What follows belongs to an exercise in optimizing a design on an open flow for small area, a short achievable clock period and few clock cycles per item; a production flow would make more cautious choices. In this exercise RTL edits were held to simulation tests only and were not proved equivalent to the original.

==> inputs of v33 <==
Design csc_top, start of the top module:
module csc_top (
    input  wire        clk,
    input  wire        rst,
    input  wire        in_valid,
    output wire        in_ready,
    input  wire        in_mode,      
    input  wire [31:0] in_c0,
    input  wire [31:0] in_c1,
    input  wire [31:0] in_c2,
    input  wire [15:0] in_alpha,
    output reg         out_valid,
    input  wire        out_ready,
    output reg         out_mode,
    output reg  [31:0] out_c0,
    output reg  [31:0] out_c1,
    output reg  [31:0] out_c2,
    output reg  [15:0] out_alpha
);
    reg        s_v;                  
    reg        rdy;                  
    assign in_ready = rdy;
    wire go     = !s_v;
    wire accept = in_valid && rdy;
    wire ofree  = !out_valid || out_ready;
    reg        a_v, a_mode;
    reg [31:0] a_c0, a_c1, a_c2;
    reg [15:0] a_al;
    always @(posedge clk) begin
        if (rst) begin
            a_v <= 1'b0;
        end else if (go) begin
            a_v <= accept;
        end
        if (go) begin
            a_mode <= in_mode;
            a_c0   <= in_c0;
            a_c1   <= in_c1;
            a_c2   <= in_c2;
            a_al   <= in_alpha;
        end
    end
  ...
export LEC_CHECK = 0
export ABC_AREA = 1
export CAP_MARGIN = 20
export CORE_MARGIN = 2
export CORE_UTILIZATION = 45
export PLACE_DENSITY = 0.6
export SLEW_MARGIN = 20
create_clock -name core_clock -period 160.0 [get_ports {clk}]
run.sh (not shown) runs the stock make flow with config.mk's settings and CLKGATE_MAP_FILE= SYNTH_SCRIPT=/design/flow/synth_recipe.tcl, a recipe that flattens the netlist after the stock synthesis.
==> inputs of v24, as changes to v33 <==
--- a/flow/design.v
+++ b/flow/design.v
@@ -44,31 +44,16 @@
     wire [23:0]  mant = n[N-1:N-24];
     wire         g    = n[N-25];
     wire         st   = |n[N-26:0];
     wire         rup  = (ROUND != 0) & g & (st | mant[0]);
     wire [7:0]   e    = (N - 1 + 100) - lz;
     wire [30:0]  v    = {e, mant[22:0]} + {30'b0, rup};
     assign f = (x == 0) ? 31'd0 : v;
 endmodule
-module fix_y_to_f32 (
-    input  wire [34:0] x,
-    output wire [31:0] f
-);
-    reg [3:0] lz;
-    integer i;
-    always @(*) begin
-        lz = 4'd11;
-        for (i = 23; i < 35; i = i + 1)
-            if (x[i]) lz = 34 - i;
-    end
-    wire [34:0] n = x << lz;
-    wire [7:0]  e = 8'd134 - {4'b0, lz};
-    assign f = (x[34:23] == 0) ? 32'd0 : {1'b0, e, n[33:11]};
-endmodule
 module fp32_kround (
     input  wire [7:0]  ek,           
     input  wire [1:0]  tzk,          
     input  wire [31:0] x,
     input  wire [47:0] p,
     output wire [31:0] y
 );
     wire        x_nan  = (x[30:23] == 8'hFF) && (x[22:0] != 0);
@@ -754,24 +739,17 @@
     assign t323 = 1'b1 ^ t238 ^ t239;
     assign t324 = (1'b1 & t238) | (1'b1 & t239) | (t238 & t239);
     assign t325 = x[22] ^ t240;
     assign t326 = x[22] & t240;
     assign t327 = x[23] ^ 1'b1;
     assign t328 = x[23] & 1'b1;
     wire [47:0] r0 = {t326, t324, t322, t320, t318, t316, t314, t312, t310, t308, t306, t304, t302, t300, t298, t296, t294, t292, t290, t288, t286, t284, t282, t280, t278, t276, t274, t272, t270, t268, t266, t264, t262, t260, t258, t256, t254, t252, t250, t248, t246, t244, t242, t241, x[3], x[2], x[1], x[0]};
     wire [47:0] r1 = {t327, t325, t323, t321, t319, t317, t315, t313, t311, t309, t307, t305, t303, t301, t299, t297, t295, t293, t291, t289, t287, t285, t283, t281, t279, t277, t275, t273, t271, t269, t267, t265, t263, t261, t259, t257, t255, t253, t251, t249, t247, t245, t243, 1'b1, 1'b0, 1'b0, 1'b0, 1'b0};
-    wire [22:0] c;
-    assign c[0] = 1'b0;
-    genvar gi;
-    generate for (gi = 0; gi < 22; gi = gi + 1) begin : g_rc
-        assign c[gi+1] = (r0[gi] & r1[gi]) | (r0[gi] & c[gi]) | (r1[gi] & c[gi]);
-    end endgenerate
-    assign p[21:0] = {22{1'b0}};
-    assign p[47:22] = r0[47:22] + r1[47:22] + c[22];
+    assign p = r0 + r1;
 endmodule
 module kp_581 (
     input  wire [23:0] x,
     output wire [47:0] p
 );
     wire t1;
     wire t2;
     wire t3;
@@ -1545,24 +1523,17 @@
     assign t383 = x[21] ^ 1'b1 ^ t304;
     assign t384 = (x[21] & 1'b1) | (x[21] & t304) | (1'b1 & t304);
     assign t385 = x[22] ^ 1'b1;
     assign t386 = x[22] & 1'b1;
     assign t387 = x[23] ^ 1'b1;
     assign t388 = x[23] & 1'b1;
     wire [47:0] r0 = {t388, t386, t384, t382, t380, t378, t376, t374, t372, t370, t368, t366, t364, t362, t360, t358, t356, t354, t352, t350, t348, t346, t344, t342, t340, t338, t336, t334, t332, t330, t328, t326, t324, t322, t320, t318, t316, t314, t312, t310, t308, t306, t305, x[3], x[2], x[1], x[0], 1'b0};
     wire [47:0] r1 = {1'b1, t387, t385, t383, t381, t379, t377, t375, t373, t371, t369, t367, t365, t363, t361, t359, t357, t355, t353, t351, t349, t347, t345, t343, t341, t339, t337, t335, t333, t331, t329, t327, t325, t323, t321, t319, t317, t315, t313, t311, t309, t307, t227, x[1], x[0], 1'b0, 1'b0, 1'b0};
-    wire [22:0] c;
-    assign c[0] = 1'b0;
-    genvar gi;
-    generate for (gi = 0; gi < 22; gi = gi + 1) begin : g_rc
-        assign c[gi+1] = (r0[gi] & r1[gi]) | (r0[gi] & c[gi]) | (r1[gi] & c[gi]);
-    end endgenerate
-    assign p[21:0] = {22{1'b0}};
-    assign p[47:22] = r0[47:22] + r1[47:22] + c[22];
+    assign p = r0 + r1;
 endmodule
 module kpm_1 (
     input  wire sel,
     input  wire [23:0] x,
     output wire [47:0] p
 );
     wire t1;
     wire t2;
@@ -2631,24 +2602,17 @@
     assign t530 = t450 ^ t373 ^ t449;
     assign t531 = (t450 & t373) | (t450 & t449) | (t373 & t449);
     assign t532 = 1'b1 ^ t451 ^ t452;
     assign t533 = (1'b1 & t451) | (1'b1 & t452) | (t451 & t452);
     assign t534 = t183 ^ 1'b1 ^ t453;
     assign t535 = (t183 & 1'b1) | (t183 & t453) | (1'b1 & t453);
     wire [47:0] r0 = {t533, t531, t529, t527, t525, t523, t521, t519, t517, t515, t513, t511, t509, t507, t505, t503, t501, t499, t497, t495, t493, t491, t489, t487, t485, t483, t481, t479, t477, t475, t473, t471, t469, t467, t465, t463, t461, t459, t457, t455, t454, t7, t6, t5, t4, t3, t2, t1};
     wire [47:0] r1 = {t534, t532, t530, t528, t526, t524, t522, t520, t518, t516, t514, t512, t510, t508, t506, t504, t502, t500, t498, t496, t494, t492, t490, t488, t486, t484, t482, t480, t478, t476, t474, t472, t470, t468, t466, t464, t462, t460, t458, t456, t374, t30, t29, t28, t27, t26, 1'b0, 1'b0};
-    wire [22:0] c;
-    assign c[0] = 1'b0;
-    genvar gi;
-    generate for (gi = 0; gi < 22; gi = gi + 1) begin : g_rc
-        assign c[gi+1] = (r0[gi] & r1[gi]) | (r0[gi] & c[gi]) | (r1[gi] & c[gi]);
-    end endgenerate
-    assign p[21:0] = {22{1'b0}};
-    assign p[47:22] = r0[47:22] + r1[47:22] + c[22];
+    assign p = r0 + r1;
 endmodule
 module kpm_2 (
     input  wire sel,
     input  wire [23:0] x,
     output wire [47:0] p
 );
     wire t1;
     wire t2;
@@ -3761,24 +3725,17 @@
     assign t552 = 1'b1 ^ t461 ^ t462;
     assign t553 = (1'b1 & t461) | (1'b1 & t462) | (t461 & t462);
     assign t554 = 1'b1 ^ t463 ^ t464;
     assign t555 = (1'b1 & t463) | (1'b1 & t464) | (t463 & t464);
     assign t556 = t209 ^ 1'b1 ^ t465;
     assign t557 = (t209 & 1'b1) | (t209 & t465) | (1'b1 & t465);
     wire [47:0] r0 = {t555, t553, t551, t549, t547, t545, t543, t541, t539, t537, t535, t533, t531, t529, t527, t525, t523, t521, t519, t517, t515, t513, t511, t509, t507, t505, t503, t501, t499, t497, t495, t493, t491, t489, t487, t485, t483, t481, t479, t477, t475, t473, t471, t469, t467, t466, t2, t1};
     wire [47:0] r1 = {t556, t554, t552, t550, t548, t546, t544, t542, t540, t538, t536, t534, t532, t530, t528, t526, t524, t522, t520, t518, t516, t514, t512, t510, t508, t506, t504, t502, t500, t498, t496, t494, t492, t490, t488, t486, t484, t482, t480, t478, t476, t474, t472, t470, t468, ~sel, 1'b0, 1'b0};
-    wire [22:0] c;
-    assign c[0] = 1'b0;
-    genvar gi;
-    generate for (gi = 0; gi < 22; gi = gi + 1) begin : g_rc
-        assign c[gi+1] = (r0[gi] & r1[gi]) | (r0[gi] & c[gi]) | (r1[gi] & c[gi]);
-    end endgenerate
-    assign p[21:0] = {22{1'b0}};
-    assign p[47:22] = r0[47:22] + r1[47:22] + c[22];
+    assign p = r0 + r1;
 endmodule
 module kp_299 (
     input  wire [7:0] x,
     output wire [31:0] p
 );
     wire t1;
     wire t2;
     wire t3;
@@ -4579,47 +4536,49 @@
     wire [47:0] p3;
     kp_395 u_p3 (.x({1'b1, tu[22:0]}), .p(p3));
     wire [31:0] m3;
     fp32_kround u_m3 (.ek(8'd125), .tzk(2'd0), .x(tu), .p(p3), .y(m3));
     fp32_add u_gt (.a(y), .b({~m3[31], m3[30:0]}), .y(gt));
 endmodule
 module csc_inv (
     input  wire        mode,
-    input  wire [31:0] s1,
+    input  wire [35:0] s1,
     input  wire [31:0] s2,
     input  wire [31:0] s3,
     input  wire [31:0] s4,
     output wire [31:0] o0,
     output wire [31:0] o1,
     output wire [31:0] o2
 );
     localparam [31:0] HALF = 32'h3F000000;
+    wire [30:0] yf;
+    fix_to_f32 #(.N(35), .ROUND(0)) u_fy (.x(s1[34:0]), .f(yf));
     wire [31:0] x2 = s2;
     wire [31:0] x3 = s3;
     wire [47:0] p1, p2, p4;
     kpm_1  u_p1 (.sel(mode), .x({1'b1, x3[22:0]}), .p(p1));       
     kpm_2  u_p2 (.sel(mode), .x({1'b1, x2[22:0]}), .p(p2));       
     kp_581 u_p4 (.x({1'b1, s3[22:0]}), .p(p4));
     wire [31:0] m1, m2, m4;
     fp32_kround u_m1 (.ek(mode ? 8'd127 : 8'd126), .tzk(mode ? 2'd0 : 2'd1),
                       .x(x3), .p(p1), .y(m1));
     fp32_kround u_m2 (.ek(mode ? 8'd128 : 8'd125), .tzk(mode ? 2'd1 : 2'd0),
                       .x(x2), .p(p2), .y(m2));
     fp32_kround u_m4 (.ek(8'd126), .tzk(2'd1), .x(s3[31:0]), .p(p4), .y(m4));
-    wire [31:0] base = mode ? s1 : HALF;
+    wire [31:0] base = mode ? s1[31:0] : HALF;
     wire [31:0] a1, a2, a4;
     fp32_add u_a1 (.a(base), .b(m1), .y(a1));                        
     fp32_add u_a2 (.a(base), .b(m2), .y(a2));                        
     fp32_add u_a4 (.a(s4), .b({~m4[31], m4[30:0]}), .y(a4));         
     wire [15:0] cr, cg, cb;
     csc_clip16 u_cr (.v(a1), .q(cr));
     csc_clip16 u_cg (.v(a4), .q(cg));
     csc_clip16 u_cb (.v(a2), .q(cb));
-    assign o0 = mode ? {16'b0, cr} : s1;
+    assign o0 = mode ? {16'b0, cr} : {1'b0, yf};
     assign o1 = mode ? {16'b0, cg} : a2;
     assign o2 = mode ? {16'b0, cb} : a1;
 endmodule
 module csc_top (
     input  wire        clk,
     input  wire        rst,
     input  wire        in_valid,
     output wire        in_ready,
@@ -4658,36 +4617,36 @@
             a_c2   <= in_c2;
             a_al   <= in_alpha;
         end
     end
     wire [34:0] fy;
     wire [35:0] fby, fry;
     csc_fwd u_fwd (.r(a_c0[7:0]), .g(a_c1[7:0]), .b(a_c2[7:0]),
                    .yq(fy), .bq(fby), .rq(fry));
-    wire [31:0] fyf, fbf, frf;
-    fix_y_to_f32 u_fy (.x(fy), .f(fyf));
+    wire [31:0] fbf, frf;
     fix_s36_to_f32 u_fb (.q(fby), .f(fbf));
     fix_s36_to_f32 u_fr (.q(fry), .f(frf));
     wire [31:0] tu, tv, gt;
     csc_inv_a u_inva (.y(a_c0), .u(a_c1), .v(a_c2), .tu(tu), .tv(tv), .gt(gt));
     reg        b_v, b_mode;
-    reg [31:0] b_s1, b_s2, b_s3;
+    reg [35:0] b_s1;
+    reg [31:0] b_s2, b_s3;
     reg [31:0] b_s4;
     reg [15:0] b_al;
     always @(posedge clk) begin
         if (rst) begin
             b_v <= 1'b0;
         end else if (go) begin
             b_v <= a_v;
         end
         if (go) begin
             b_mode <= a_mode;
             b_al   <= a_al;
-            b_s1   <= a_mode ? a_c0 : fyf;
+            b_s1   <= a_mode ? {4'b0, a_c0} : {1'b0, fy};
             b_s2   <= a_mode ? tu : fbf;
             b_s3   <= a_mode ? tv : frf;
             b_s4   <= gt;
         end
     end
     wire [31:0] o0, o1, o2;
     csc_inv u_inv (.mode(b_mode), .s1(b_s1), .s2(b_s2), .s3(b_s3),
                    .s4(b_s4), .o0(o0), .o1(o1), .o2(o2));
==> notes <==
v24 went through all stages and came out clean. v33 produced a clean layout.
Of v24 and v33, v24 has the higher register-to-register slack (gap 1300 ps).
In v33 the global-route usage is higher than in v24, by 0.68 points.
Between v24 and v33, the lower fmax is in v33 (gap 3.4%, measured against v33).
Between v33 and v24, the lower sequential share of layout area is in v24 (gap 0.23 points).
Cell count: v33 is smaller than v24 (about 4%).
Of v33 and v24, v24 has the higher synthesized cell count (gap 4.0%, measured against v24).
Of v24 and v33, v24 has the higher synthesized area (gap about 4%, measured against v33).
Testbench counts of v33, summed over its fixed seeds: cycles 16,408, items 16,384.
Testbench counts of v24, summed over its fixed seeds: cycles 16,408, items 16,384.

---

==> build 98 <==
csc_top, a different RTL version from the one above (not shown whole).
clock: 160.0 ns
lec_check: 0
abc_area: 1
cap_margin: 20
core_margin: 2
core_utilization: 45
place_density: 0.6
slew_margin: 20
==> build 50 (differences from build 98) <==
--- a/flow/design.v
+++ b/flow/design.v
@@ -1545,23 +1545,24 @@
     assign t383 = x[21] ^ 1'b1 ^ t304;
     assign t384 = (x[21] & 1'b1) | (x[21] & t304) | (1'b1 & t304);
     assign t385 = x[22] ^ 1'b1;
     assign t386 = x[22] & 1'b1;
     assign t387 = x[23] ^ 1'b1;
     assign t388 = x[23] & 1'b1;
     wire [47:0] r0 = {t388, t386, t384, t382, t380, t378, t376, t374, t372, t370, t368, t366, t364, t362, t360, t358, t356, t354, t352, t350, t348, t346, t344, t342, t340, t338, t336, t334, t332, t330, t328, t326, t324, t322, t320, t318, t316, t314, t312, t310, t308, t306, t305, x[3], x[2], x[1], x[0], 1'b0};
     wire [47:0] r1 = {1'b1, t387, t385, t383, t381, t379, t377, t375, t373, t371, t369, t367, t365, t363, t361, t359, t357, t355, t353, t351, t349, t347, t345, t343, t341, t339, t337, t335, t333, t331, t329, t327, t325, t323, t321, t319, t317, t315, t313, t311, t309, t307, t227, x[1], x[0], 1'b0, 1'b0, 1'b0};
-    wire [48:0] c;
+    wire [22:0] c;
     assign c[0] = 1'b0;
     genvar gi;
-    generate for (gi = 0; gi < 48; gi = gi + 1) begin : g_rc
-        assign p[gi] = r0[gi] ^ r1[gi] ^ c[gi];
+    generate for (gi = 0; gi < 22; gi = gi + 1) begin : g_rc
         assign c[gi+1] = (r0[gi] & r1[gi]) | (r0[gi] & c[gi]) | (r1[gi] & c[gi]);
     end endgenerate
+    assign p[21:0] = {22{1'b0}};
+    assign p[47:22] = r0[47:22] + r1[47:22] + c[22];
 endmodule
 module kpm_1 (
     input  wire sel,
     input  wire [23:0] x,
     output wire [47:0] p
 );
     wire t1;
     wire t2;
@@ -2630,23 +2631,24 @@
     assign t530 = t450 ^ t373 ^ t449;
     assign t531 = (t450 & t373) | (t450 & t449) | (t373 & t449);
     assign t532 = 1'b1 ^ t451 ^ t452;
     assign t533 = (1'b1 & t451) | (1'b1 & t452) | (t451 & t452);
     assign t534 = t183 ^ 1'b1 ^ t453;
     assign t535 = (t183 & 1'b1) | (t183 & t453) | (1'b1 & t453);
     wire [47:0] r0 = {t533, t531, t529, t527, t525, t523, t521, t519, t517, t515, t513, t511, t509, t507, t505, t503, t501, t499, t497, t495, t493, t491, t489, t487, t485, t483, t481, t479, t477, t475, t473, t471, t469, t467, t465, t463, t461, t459, t457, t455, t454, t7, t6, t5, t4, t3, t2, t1};
     wire [47:0] r1 = {t534, t532, t530, t528, t526, t524, t522, t520, t518, t516, t514, t512, t510, t508, t506, t504, t502, t500, t498, t496, t494, t492, t490, t488, t486, t484, t482, t480, t478, t476, t474, t472, t470, t468, t466, t464, t462, t460, t458, t456, t374, t30, t29, t28, t27, t26, 1'b0, 1'b0};
-    wire [48:0] c;
+    wire [22:0] c;
     assign c[0] = 1'b0;
     genvar gi;
-    generate for (gi = 0; gi < 48; gi = gi + 1) begin : g_rc
-        assign p[gi] = r0[gi] ^ r1[gi] ^ c[gi];
+    generate for (gi = 0; gi < 22; gi = gi + 1) begin : g_rc
         assign c[gi+1] = (r0[gi] & r1[gi]) | (r0[gi] & c[gi]) | (r1[gi] & c[gi]);
     end endgenerate
+    assign p[21:0] = {22{1'b0}};
+    assign p[47:22] = r0[47:22] + r1[47:22] + c[22];
 endmodule
 module kpm_2 (
     input  wire sel,
     input  wire [23:0] x,
     output wire [47:0] p
 );
     wire t1;
     wire t2;
@@ -3759,23 +3761,24 @@
     assign t552 = 1'b1 ^ t461 ^ t462;
     assign t553 = (1'b1 & t461) | (1'b1 & t462) | (t461 & t462);
     assign t554 = 1'b1 ^ t463 ^ t464;
     assign t555 = (1'b1 & t463) | (1'b1 & t464) | (t463 & t464);
     assign t556 = t209 ^ 1'b1 ^ t465;
     assign t557 = (t209 & 1'b1) | (t209 & t465) | (1'b1 & t465);
     wire [47:0] r0 = {t555, t553, t551, t549, t547, t545, t543, t541, t539, t537, t535, t533, t531, t529, t527, t525, t523, t521, t519, t517, t515, t513, t511, t509, t507, t505, t503, t501, t499, t497, t495, t493, t491, t489, t487, t485, t483, t481, t479, t477, t475, t473, t471, t469, t467, t466, t2, t1};
     wire [47:0] r1 = {t556, t554, t552, t550, t548, t546, t544, t542, t540, t538, t536, t534, t532, t530, t528, t526, t524, t522, t520, t518, t516, t514, t512, t510, t508, t506, t504, t502, t500, t498, t496, t494, t492, t490, t488, t486, t484, t482, t480, t478, t476, t474, t472, t470, t468, ~sel, 1'b0, 1'b0};
-    wire [48:0] c;
+    wire [22:0] c;
     assign c[0] = 1'b0;
     genvar gi;
-    generate for (gi = 0; gi < 48; gi = gi + 1) begin : g_rc
-        assign p[gi] = r0[gi] ^ r1[gi] ^ c[gi];
+    generate for (gi = 0; gi < 22; gi = gi + 1) begin : g_rc
         assign c[gi+1] = (r0[gi] & r1[gi]) | (r0[gi] & c[gi]) | (r1[gi] & c[gi]);
     end endgenerate
+    assign p[21:0] = {22{1'b0}};
+    assign p[47:22] = r0[47:22] + r1[47:22] + c[22];
 endmodule
 module kp_299 (
     input  wire [7:0] x,
     output wire [31:0] p
 );
     wire t1;
     wire t2;
     wire t3;
@@ -4375,19 +4378,17 @@
     assign t109 = x[6] ^ 1'b1;
     assign t110 = x[6] & 1'b1;
     assign t111 = x[7] ^ 1'b1;
     assign t112 = x[7] & 1'b1;
     wire [31:0] r0 = {t110, t108, t106, t104, t102, t100, t98, t96, t94, t92, t90, t88, t86, t84, t82, t80, t78, t76, t74, t72, t70, t68, t66, t64, t62, t60, t58, t57, x[3], x[2], x[1], x[0]};
     wire [31:0] r1 = {t111, t109, t107, t105, t103, t101, t99, t97, t95, t93, t91, t89, t87, t85, t83, t81, t79, t77, t75, t73, t71, t69, t67, t65, t63, t61, t59, x[0], x[1], x[0], 1'b0, 1'b0};
     assign p = r0 + r1;
 endmodule
-module fp32_add #(
-    parameter RIPPLE = 0             
-) (
+module fp32_add (
     input  wire [31:0] a,
     input  wire [31:0] b,
     output wire [31:0] y
 );
     wire a_nan = (a[30:23] == 8'hFF) && (a[22:0] != 0);
     wire b_nan = (b[30:23] == 8'hFF) && (b[22:0] != 0);
     wire a_inf = (a[30:23] == 8'hFF) && (a[22:0] == 0);
     wire b_inf = (b[30:23] == 8'hFF) && (b[22:0] == 0);
@@ -4409,25 +4410,17 @@
         tz = 5'd24;
         for (k = 23; k >= 0; k = k - 1)
             if (mz[k]) tz = k[4:0];
     end
     wire        zst = (d > {3'b0, tz} + 8'd2);
     wire        esub = x[31] ^ z[31];
     wire [27:0] xo  = {1'b0, mx, 3'b000};
     wire [27:0] zo  = {2'b00, zal, zst};
-    wire [27:0] sum;
-    generate
-        if (RIPPLE) begin : g_rs
-            wire co_unused;
-            rca #(.N(28)) u_s (.a(xo), .b(zo ^ {28{esub}}), .ci(esub), .s(sum), .co(co_unused));
-        end else begin : g_ks
-            assign sum = xo + (zo ^ {28{esub}}) + {27'b0, esub};
-        end
-    endgenerate
+    wire [27:0] sum = xo + (zo ^ {28{esub}}) + {27'b0, esub};
     reg [4:0] lz;
     integer i;
     always @(*) begin
         lz = 5'd27;
         for (i = 0; i < 27; i = i + 1)
             if (sum[i]) lz = 5'd26 - i[4:0];
     end
     wire [7:0]  lim = ex - 8'd1;
@@ -4445,19 +4438,17 @@
     wire        zero_sum = (sum == 0);
     assign y = (a_nan || b_nan || (a_inf && b_inf && (a[31] != b[31]))) ? 32'h7FC00000 :
                a_inf    ? {a[31], 8'hFF, 23'b0} :
                b_inf    ? {b[31], 8'hFF, 23'b0} :
                zero_sum ? {(a[31] & b[31]), 31'b0} :
                ovf      ? {x[31], 8'hFF, 23'b0} :
                {x[31], rnd};
 endmodule
-module fp32_subh #(
-    parameter RIPPLE = 0             
-) (
+module fp32_subh (
     input  wire [31:0] u,
     output wire [31:0] y
 );
     wire        s  = u[31];
     wire [7:0]  e  = u[30:23];
     wire        un = (e != 0);
     wire [23:0] mu = {un, u[22:0]};
     wire        u_nan = (e == 8'hFF) && (u[22:0] != 0);
@@ -4478,25 +4469,17 @@
     wire        sb  = (db > {3'b0, tz} + 8'd2);
     wire [23:0] mx  = big ? mu : 24'h800000;
     wire [25:0] zal = big ? za : zb;
     wire        zst = big ? sa : sb;
     wire [7:0]  ex  = big ? e : 8'd126;
     wire        esub = ~s;
     wire [27:0] xo  = {1'b0, mx, 3'b000};
     wire [27:0] zo  = {2'b00, zal, zst};
-    wire [27:0] sum;
-    generate
-        if (RIPPLE) begin : g_rs
-            wire co_unused;
-            rca #(.N(28)) u_s (.a(xo), .b(zo ^ {28{esub}}), .ci(esub), .s(sum), .co(co_unused));
-        end else begin : g_ks
-            assign sum = xo + (zo ^ {28{esub}}) + {27'b0, esub};
-        end
-    endgenerate
+    wire [27:0] sum = xo + (zo ^ {28{esub}}) + {27'b0, esub};
     reg [4:0] lz;
     integer i;
     always @(*) begin
         lz = 5'd27;
         for (i = 0; i < 27; i = i + 1)
             if (sum[i]) lz = 5'd26 - i[4:0];
     end
     wire [26:0] nl  = sum[26:0] << lz;
@@ -4511,36 +4494,16 @@
     wire        zero_sum = (sum == 0);
     wire        sgn  = big ? s : 1'b1;
     assign y = u_nan    ? 32'h7FC00000 :
                u_inf    ? {s, 8'hFF, 23'b0} :
                zero_sum ? 32'h00000000 :
                ovf      ? {sgn, 8'hFF, 23'b0} :
                {sgn, rnd};
 endmodule
-module rca #(
-    parameter N = 8
-) (
-    input  wire [N-1:0] a,
-    input  wire [N-1:0] b,
-    input  wire         ci,
-    output wire [N-1:0] s,
-    output wire         co
-);
-    wire [N:0] c;
-    assign c[0] = ci;
-    genvar i;
-    generate
-        for (i = 0; i < N; i = i + 1) begin : g_fa
-            assign s[i]   = a[i] ^ b[i] ^ c[i];
-            assign c[i+1] = (a[i] & b[i]) | (a[i] & c[i]) | (b[i] & c[i]);
-        end
-    endgenerate
-    assign co = c[N];
-endmodule
 module csc_clip16 (
     input  wire [31:0] v,
     output wire [15:0] q
 );
     wire        vn = (v[30:23] != 0);
     wire [23:0] m  = {vn, v[22:0]};
     wire [32:0] x  = {m, 8'b0} + {9'b0, m};
     wire        hi = x[32];
@@ -6337,62 +6300,65 @@
     input  wire [35:0] q,
     output wire [31:0] f
 );
     wire [34:0] m = q[35] ? (~q[34:0] + 35'd1) : q[34:0];
     wire [30:0] v;
     fix_to_f32 #(.N(35), .ROUND(1)) u_f (.x(m), .f(v));
     assign f = {q[35], v};
 endmodule
-module csc_inv_b (
-    input  wire        mode,
-    input  wire [31:0] s1,
-    input  wire [31:0] s2,
-    input  wire [31:0] s3,
-    output wire [31:0] m1,
-    output wire [31:0] m2,
-    output wire [31:0] m4,
+module csc_inv_a (
+    input  wire [31:0] y,
+    input  wire [31:0] u,
+    input  wire [31:0] v,
+    output wire [31:0] tu,
+    output wire [31:0] tv,
     output wire [31:0] gt
 );
-    wire [47:0] p1, p2, p3, p4;
-    kpm_1  u_p1 (.sel(mode), .x({1'b1, s3[22:0]}), .p(p1));       
-    kpm_2  u_p2 (.sel(mode), .x({1'b1, s2[22:0]}), .p(p2));       
-    kp_395 u_p3 (.x({1'b1, s2[22:0]}), .p(p3));
-    kp_581 u_p4 (.x({1'b1, s3[22:0]}), .p(p4));
+    fp32_subh u_tu (.u(u), .y(tu));
+    fp32_subh u_tv (.u(v), .y(tv));
+    wire [47:0] p3;
+    kp_395 u_p3 (.x({1'b1, tu[22:0]}), .p(p3));
     wire [31:0] m3;
-    fp32_kround u_m1 (.ek(mode ? 8'd127 : 8'd126), .tzk(mode ? 2'd0 : 2'd1),
-                      .x(s3), .p(p1), .y(m1));
-    fp32_kround u_m2 (.ek(mode ? 8'd128 : 8'd125), .tzk(mode ? 2'd1 : 2'd0),
-                      .x(s2), .p(p2), .y(m2));
-    fp32_kround u_m3 (.ek(8'd125), .tzk(2'd0), .x(s2), .p(p3), .y(m3));
-    fp32_kround u_m4 (.ek(8'd126), .tzk(2'd1), .x(s3), .p(p4), .y(m4));
-    fp32_add #(.RIPPLE(0)) u_gt (.a(s1), .b({~m3[31], m3[30:0]}), .y(gt));
+    fp32_kround u_m3 (.ek(8'd125), .tzk(2'd0), .x(tu), .p(p3), .y(m3));
+    fp32_add u_gt (.a(y), .b({~m3[31], m3[30:0]}), .y(gt));
 endmodule
 module csc_inv (
     input  wire        mode,
-    input  wire [31:0] y,
-    input  wire [31:0] m1,
-    input  wire [31:0] m2,
-    input  wire [31:0] m4,
-    input  wire [31:0] gt,
+    input  wire [31:0] s1,
+    input  wire [31:0] s2,
+    input  wire [31:0] s3,
+    input  wire [31:0] s4,
     output wire [31:0] o0,
     output wire [31:0] o1,
     output wire [31:0] o2
 );
     localparam [31:0] HALF = 32'h3F000000;
-    wire [31:0] base = mode ? y : HALF;
+    wire [31:0] x2 = s2;
+    wire [31:0] x3 = s3;
+    wire [47:0] p1, p2, p4;
+    kpm_1  u_p1 (.sel(mode), .x({1'b1, x3[22:0]}), .p(p1));       
+    kpm_2  u_p2 (.sel(mode), .x({1'b1, x2[22:0]}), .p(p2));       
+    kp_581 u_p4 (.x({1'b1, s3[22:0]}), .p(p4));
+    wire [31:0] m1, m2, m4;
+    fp32_kround u_m1 (.ek(mode ? 8'd127 : 8'd126), .tzk(mode ? 2'd0 : 2'd1),
+                      .x(x3), .p(p1), .y(m1));
+    fp32_kround u_m2 (.ek(mode ? 8'd128 : 8'd125), .tzk(mode ? 2'd1 : 2'd0),
+                      .x(x2), .p(p2), .y(m2));
+    fp32_kround u_m4 (.ek(8'd126), .tzk(2'd1), .x(s3[31:0]), .p(p4), .y(m4));
+    wire [31:0] base = mode ? s1 : HALF;
     wire [31:0] a1, a2, a4;
-    fp32_add #(.RIPPLE(1)) u_a1 (.a(base), .b(m1), .y(a1));                        
-    fp32_add #(.RIPPLE(1)) u_a2 (.a(base), .b(m2), .y(a2));                        
-    fp32_add #(.RIPPLE(1)) u_a4 (.a(gt), .b({~m4[31], m4[30:0]}), .y(a4));         
+    fp32_add u_a1 (.a(base), .b(m1), .y(a1));                        
+    fp32_add u_a2 (.a(base), .b(m2), .y(a2));                        
+    fp32_add u_a4 (.a(s4), .b({~m4[31], m4[30:0]}), .y(a4));         
     wire [15:0] cr, cg, cb;
     csc_clip16 u_cr (.v(a1), .q(cr));
     csc_clip16 u_cg (.v(a4), .q(cg));
     csc_clip16 u_cb (.v(a2), .q(cb));
-    assign o0 = mode ? {16'b0, cr} : y;
+    assign o0 = mode ? {16'b0, cr} : s1;
     assign o1 = mode ? {16'b0, cg} : a2;
     assign o2 = mode ? {16'b0, cb} : a1;
 endmodule
 module csc_top (
     input  wire        clk,
     input  wire        rst,
     input  wire        in_valid,
     output wire        in_ready,
@@ -6435,87 +6401,66 @@
     wire [34:0] fy;
     wire [35:0] fby, fry;
     csc_fwd u_fwd (.r(a_c0[7:0]), .g(a_c1[7:0]), .b(a_c2[7:0]),
                    .yq(fy), .bq(fby), .rq(fry));
     wire [31:0] fyf, fbf, frf;
     fix_y_to_f32 u_fy (.x(fy), .f(fyf));
     fix_s36_to_f32 u_fb (.q(fby), .f(fbf));
     fix_s36_to_f32 u_fr (.q(fry), .f(frf));
-    wire [31:0] tu, tv;
-    fp32_subh #(.RIPPLE(1)) u_tu (.u(a_c1), .y(tu));
-    fp32_subh #(.RIPPLE(1)) u_tv (.u(a_c2), .y(tv));
+    wire [31:0] tu, tv, gt;
+    csc_inv_a u_inva (.y(a_c0), .u(a_c1), .v(a_c2), .tu(tu), .tv(tv), .gt(gt));
     reg        b_v, b_mode;
     reg [31:0] b_s1, b_s2, b_s3;
+    reg [31:0] b_s4;
     reg [15:0] b_al;
     always @(posedge clk) begin
         if (rst) begin
             b_v <= 1'b0;
         end else if (go) begin
             b_v <= a_v;
         end
         if (go) begin
             b_mode <= a_mode;
             b_al   <= a_al;
             b_s1   <= a_mode ? a_c0 : fyf;
             b_s2   <= a_mode ? tu : fbf;
             b_s3   <= a_mode ? tv : frf;
-        end
-    end
-    wire [31:0] m1, m2, m4, gt;
-    csc_inv_b u_invb (.mode(b_mode), .s1(b_s1), .s2(b_s2), .s3(b_s3),
-                      .m1(m1), .m2(m2), .m4(m4), .gt(gt));
-    reg        c_v, c_mode;
-    reg [31:0] c_y, c_m1, c_m2, c_m4, c_gt;
-    reg [15:0] c_al;
-    always @(posedge clk) begin
-        if (rst) begin
-            c_v <= 1'b0;
-        end else if (go) begin
-            c_v <= b_v;
-        end
-        if (go) begin
-            c_mode <= b_mode;
-            c_al   <= b_al;
-            c_y    <= b_s1;
-            c_m1   <= m1;
-            c_m2   <= m2;
-            c_m4   <= m4;
-            c_gt   <= gt;
+            b_s4   <= gt;
         end
     end
     wire [31:0] o0, o1, o2;
-    csc_inv u_inv (.mode(c_mode), .y(c_y), .m1(c_m1), .m2(c_m2), .m4(c_m4), .gt(c_gt),
-                   .o0(o0), .o1(o1), .o2(o2));
+    csc_inv u_inv (.mode(b_mode), .s1(b_s1), .s2(b_s2), .s3(b_s3),
+                   .s4(b_s4), .o0(o0), .o1(o1), .o2(o2));
     reg        s_mode;
     reg [31:0] s_c0, s_c1, s_c2;
     reg [15:0] s_al;
     always @(posedge clk) begin
         if (rst) begin
             s_v <= 1'b0;
             rdy <= 1'b1;
         end else begin
-            s_v <= s_v ? !ofree : (c_v && !ofree);
-            rdy <= s_v ? ofree : !(c_v && !ofree);
+            s_v <= s_v ? !ofree : (b_v && !ofree);
+            rdy <= s_v ? ofree : !(b_v && !ofree);
         end
         if (go) begin
-            s_mode <= c_mode;
-            s_al   <= c_al;
+            s_mode <= b_mode;
+            s_al   <= b_al;
             s_c0   <= o0;
             s_c1   <= o1;
             s_c2   <= o2;
         end
     end
     always @(posedge clk) begin
         if (rst) begin
             out_valid <= 1'b0;
         end else if (ofree) begin
-            out_valid <= s_v || (c_v && go);
+            out_valid <= s_v || (b_v && go);
         end
         if (ofree) begin
-            out_mode  <= s_v ? s_mode : c_mode;
-            out_alpha <= s_v ? s_al   : c_al;
+            out_mode  <= s_v ? s_mode : b_mode;
+            out_alpha <= s_v ? s_al   : b_al;
             out_c0    <= s_v ? s_c0   : o0;
             out_c1    <= s_v ? s_c1   : o1;
             out_c2    <= s_v ? s_c2   : o2;
         end
     end
 endmodule
CORE_UTILIZATION = 60   (was 45)
PLACE_DENSITY = 0.75   (was 0.6)
==> impl_results.md <==
- Vias/cell: 5.96
- Clock buffer count in the final layout: 73
- Largest net degree at the start of global routing: 186
- Synth Area in XOR/XNOR: 5.34%
- WL met2: 207000 um
- GPL Wtd Cong: 1.05
- Status: complete, no violations
- Sequential cells: 512
- Area Growth Syn to Fin: 3.60%
- Critical path depth: 201
- Worst Tran Pin Value: 1220 ps
- Die height: roughly 470 um
- Mapped Area: 132000 um^2
# the run above: build 50

==> impl_results.md <==
- Status: complete, no violations
- Synth Area in Simple Gates: 33.3%
- Clock buffer count in the final layout: 104
- WL met2: 214000 um
- Mapped Area: 126000 um^2
- Die height: 534 um
- Synth Area in XOR/XNOR: 4.30%
- Starting Density: 45.2%
- Vias/cell: 5.53
- Top cell type's share of synthesized area: 16.0%
- Largest net degree at the start of global routing: 144
- Critical path depth: 14
- GPL Wtd Cong: 1.02
- Worst Tran Pin Value: 1150 ps
# the run above: build 98

Testbench counts of build 98, summed over its fixed seeds: cycles 16,416, items 16,384.
Testbench counts of build 50, summed over its fixed seeds: cycles 16,408, items 16,384.

afterwards: timing with drivers on the ports:
The results above use ideal ports. As a check the final layouts listed here were re-extracted and re-timed, cells and wires unchanged.
Step 1 sets driving cells, clkbuf_16 on the clock port and buf_2 on the other inputs (assumed; they add their load-dependent delay and slew).
Step 2, shift: input delay + t, output delay - t, t = (earliest + latest rising clock arrival at the registers) / 2. This alone moves slack from input paths to output paths.
Three values: ideal, step 1, step 2; two values: the first two.
| run | t, ns | setup WS [ns] | latest minus earliest clock arrival (ns) | slew at the worst register clock pin (ns) |
|---|---|---|---|---|
| v33 | 0.914 | 122.105 / 122.105 / 122.105 | 0.101 / 0.101 | 0.09 / 0.09 |
| v24 | 0.845 | 123.361 / 123.361 / 123.361 | 0.037 / 0.038 | 0.09 / 0.09 |
| build 98 | 0.896 | 125.796 / 125.873 / 124.976 | 0.092 / 0.091 | 0.07 / 0.07 |
| build 50 | 0.826 | 122.235 / 122.235 / 122.235 | 0.086 / 0.086 | 0.10 / 0.10 |
After both steps setup and hold are still met in every run listed. For build 98, which loses most, drivers alone change the setup slack by +0.077 ns; drivers and shift together by -0.820 ns.
